What follows belongs to an exercise in optimizing a design on an open flow for small area; a production flow would make more cautious choices.
Function was checked by simulation only, so behaviour that the tests miss may differ from the original.

Setup of job 741:
// noc_router
module noc_router (
  input  wire          clk,
  input  wire          rst,
  input  wire [1:0]    cfg_my_id,
  input  wire [19:0]   cfg_lut_l,
  input  wire [19:0]   cfg_lut_r,
  input  wire [4:0]    in_valid,
  input  wire [94:0]   in_flit,
  input  wire [9:0]    in_credit,
  input  wire [4:0]    out_ready,
  output wire [4:0]    out_valid,
  output wire [94:0]   out_flit,
  input  wire [9:0]    credit_ready,
  output wire [9:0]    out_credit,
  output wire          fault,
  output wire [3:0]    fault_code,
  output wire [3:0]    fault_info
);
Size in the first run: about 3600 cells after synthesis, ~1100 flip-flops, about 290 I/O pins.
export LEC_CHECK = 0
export ABC_AREA = 1
export ABC_CLOCK_PERIOD_IN_PS = 11000
export CAP_MARGIN = 20
export CORE_MARGIN = 2
export CORE_UTILIZATION = 40
export SETUP_SLACK_MARGIN = 0.3
export SLEW_MARGIN = 20
create_clock -name core_clock -period 22.0 [get_ports {clk}]
standard.sh (not shown) runs the stock make flow with config.mk's settings and CLKGATE_MAP_FILE= SYNTH_SCRIPT=/design/flow/synth_recipe.tcl, a recipe that flattens the netlist after the stock synthesis.
==> flow/flow/run.sh <==
#!/bin/bash
# Own layout flow: the standard ORFS flow (standard.sh) with
#  - synthesis identical to the standard one up to abc, and abc run with an
#    area-oriented script (flow/abc.script); registers are unchanged, which
#    is checked against a run of the standard synthesis below;
#  - ports buffered with the smallest buffer (BUFFER_PORTS_ARGS);
#  - clock tree synthesis without dummy loads, with clkbuf_8 buffers and
#    clusters of at most 12 sinks within 60 um (CTS_ARGS).
# Each tool's full output goes to a log file in this folder.
set -euo pipefail
W=$(pwd)
export OWN_ABC_SCRIPT=$W/flow/abc.script
KNOBS=$(sed -n 's/^export \([A-Z_]*\) = \(.*\)$/\1=\2/p' config.mk | grep -v -E '^(PLATFORM|DESIGN_NAME|DESIGN_NICKNAME|VERILOG_FILES|SDC_FILE|NUM_CORES|LEC_CHECK)=' || true)

# standard synthesis, for the register check
make -C "$FLOW_HOME" DESIGN_CONFIG=$W/config.mk WORK_HOME=$W/ref CLKGATE_MAP_FILE= \
  SYNTH_SCRIPT=$W/synth_recipe.tcl $KNOBS synth > $W/ref_synth.log 2>&1

# own synthesis into the layout's work folder
make -C "$FLOW_HOME" DESIGN_CONFIG=$W/config.mk WORK_HOME=$W/orfs CLKGATE_MAP_FILE= \
  SYNTH_SCRIPT=$W/flow/synth.tcl $KNOBS synth > $W/own_synth.log 2>&1

R=orfs/results/$FLOW_PLATFORM/noc_router/base
python3 - "$W/ref/results/$FLOW_PLATFORM/noc_router/base/1_2_yosys.v" "$W/$R/1_2_yosys.v" > $W/reg_check.log 2>&1 <<'PY' || { echo "register check failed; using the standard synthesis" >> $W/reg_check.log; rm -rf $W/orfs; }
import re, sys
def regs(path):
    out = {}
    for m in re.finditer(r'^\s*(sky130_fd_sc_hd__\w*df\w*|sky130_fd_sc_hd__\w*dl\w*)\s+(\S+)\s*\(', open(path).read(), re.M):
        out[m.group(2)] = re.sub(r'_\d+$', '', m.group(1))
    return out
a, b = regs(sys.argv[1]), regs(sys.argv[2])
print(len(a), "standard registers,", len(b), "own")
if a != b:
    print("differ:", sorted(set(a.items()) ^ set(b.items()))[:20])
    sys.exit(1)
print("registers match")
PY

bash standard.sh finish BUFFER_PORTS_ARGS="-buffer_cell sky130_fd_sc_hd__buf_1" \
  CTS_ARGS="-sink_clustering_enable -repair_clock_nets -dont_use_dummy_load -sink_clustering_size 12 -sink_clustering_max_diameter 60 -buf_list sky130_fd_sc_hd__clkbuf_8" > $W/layout.log 2>&1
==> flow/flow/abc.script <==
strash
dc2
drw
dc2
&get -n
&st
&dch -f
&nf -R 1000
&put
Other scripts of this flow, unchanged in this note and not shown: flow/flow/synth.tcl
For job 592, these inputs were changed with respect to job 741:
# job 741
export LEC_CHECK = 0
export ABC_AREA = 1
export ABC_CLOCK_PERIOD_IN_PS = 11000
export CAP_MARGIN = 20
export CORE_MARGIN = 2
export CORE_UTILIZATION = 40
export SETUP_SLACK_MARGIN = 0.3
export SLEW_MARGIN = 20
create_clock -name core_clock -period 22.0 [get_ports {clk}]
# job 592
export LEC_CHECK = 0
export ABC_AREA = 1
export ABC_CLOCK_PERIOD_IN_PS = 11000
export CAP_MARGIN = 20
export CORE_MARGIN = 2
export CORE_UTILIZATION = 50
export PLACE_DENSITY = 0.7
export SETUP_SLACK_MARGIN = 0.3
export SLEW_MARGIN = 20
create_clock -name core_clock -period 22.0 [get_ports {clk}]
diff --git a/flow/flow/run.sh b/flow/flow/run.sh
--- a/flow/flow/run.sh
+++ b/flow/flow/run.sh
@@ -6,5 +6,5 @@
 #  - ports buffered with the smallest buffer (BUFFER_PORTS_ARGS);
 #  - clock tree synthesis without dummy loads, with clkbuf_8 buffers and
-#    clusters of at most 12 sinks within 60 um (CTS_ARGS).
+#    clusters of at most 15 sinks within 60 um (CTS_ARGS).
 # Each tool's full output goes to a log file in this folder.
 set -euo pipefail
@@ -38,3 +38,3 @@
 
 bash standard.sh finish BUFFER_PORTS_ARGS="-buffer_cell sky130_fd_sc_hd__buf_1" \
-  CTS_ARGS="-sink_clustering_enable -repair_clock_nets -dont_use_dummy_load -sink_clustering_size 12 -sink_clustering_max_diameter 60 -buf_list sky130_fd_sc_hd__clkbuf_8" > $W/layout.log 2>&1
+  CTS_ARGS="-sink_clustering_enable -repair_clock_nets -dont_use_dummy_load -sink_clustering_size 15 -sink_clustering_max_diameter 60 -buf_list sky130_fd_sc_hd__clkbuf_8" > $W/layout.log 2>&1
==> flow/flow/abc.script <==
strash
dc2
drw
dc2
irw
dc2
&get -n
&st
&dch -f
&nf -R 1000
&put
==> run notes <==
- Job 592 was carried through to the last stage, and its layout satisfied the timing, DRC and antenna checks.
- Final cell area excluding filler cells, job 592 and job 741: larger value in job 741
- Job 741 → job 592: layout buffer count excluding clock buffers decreased 38, total detailed-routing wirelength decreased about 7%.
- Of job 592 and job 741, job 592 shows the lower area added between synthesis and finish, with job 741 above it.
### job 592 -> job 1396
diff --git a/flow/flow/run.sh b/flow/flow/run.sh
--- a/flow/flow/run.sh
+++ b/flow/flow/run.sh
@@ -6,5 +6,5 @@
 #  - ports buffered with the smallest buffer (BUFFER_PORTS_ARGS);
 #  - clock tree synthesis without dummy loads, with clkbuf_8 buffers and
-#    clusters of at most 15 sinks within 60 um (CTS_ARGS).
+#    clusters of at most 12 sinks within 60 um (CTS_ARGS).
 # Each tool's full output goes to a log file in this folder.
 set -euo pipefail
@@ -38,3 +38,3 @@
 
 bash standard.sh finish BUFFER_PORTS_ARGS="-buffer_cell sky130_fd_sc_hd__buf_1" \
-  CTS_ARGS="-sink_clustering_enable -repair_clock_nets -dont_use_dummy_load -sink_clustering_size 15 -sink_clustering_max_diameter 60 -buf_list sky130_fd_sc_hd__clkbuf_8" > $W/layout.log 2>&1
+  CTS_ARGS="-sink_clustering_enable -repair_clock_nets -dont_use_dummy_load -sink_clustering_size 12 -sink_clustering_max_diameter 60 -buf_list sky130_fd_sc_hd__clkbuf_8" > $W/layout.log 2>&1
--- outcome ---
Job 1396 completed every stage of the flow, and the final layout passed the timing, DRC and antenna checks.
Re sequential share of layout area: job 1396 and job 592 aren't equal, and the higher value belongs to job 592.
Comparing job 1396 and job 592, the lower initial antenna violation count was measured on job 1396.
Worst hold slack (job 1396 over job 592): increase, 5.8 ps
Wire length the detailed router placed on met1 | job 1396 above job 592
Against job 592 as the reference, job 1396 delivers a higher area growth from synthesis to layout.
Design area, job 1396 and job 592: smaller value in job 592
Job 1396 and job 592 ended up with nearly the same non-clock buffer count.
Core utilization, job 1396 and job 592: smaller value in job 592

==> re-timing with driven ports <==
How much do the figures lean on ideal ports? The routed layouts below were timed once more, with nothing changed but the port constraints. Step 1: set_driving_cell puts a clkbuf_16 on clk and a buf_2 on each other input, an assumption about the parent block. Step 2 times the ports against the registers' clock, not the clock port: input delays grow and output delays shrink by t, the midpoint of the rising clock arrivals with the driver on. Three values: ideal ports, drivers, drivers and shift; two values: the first two.
run | t, ns | slack for setup (ns) | worst setup path after step 2 | worst data-port slew with drivers (ns)
job 741 | 0.847 | 1.111 / 1.089 / 1.089 | input to output | 0.10
job 592 | 0.811 | 0.819 / 0.778 / 0.778 | input to output | 0.08
job 1396 | 0.811 | 0.728 / 0.688 / 0.688 | input to output | 0.09
After both steps every run listed still meets setup and hold. For job 592, which loses most, drivers alone change the setup slack by -0.041 ns; drivers and shift together by -0.041 ns.
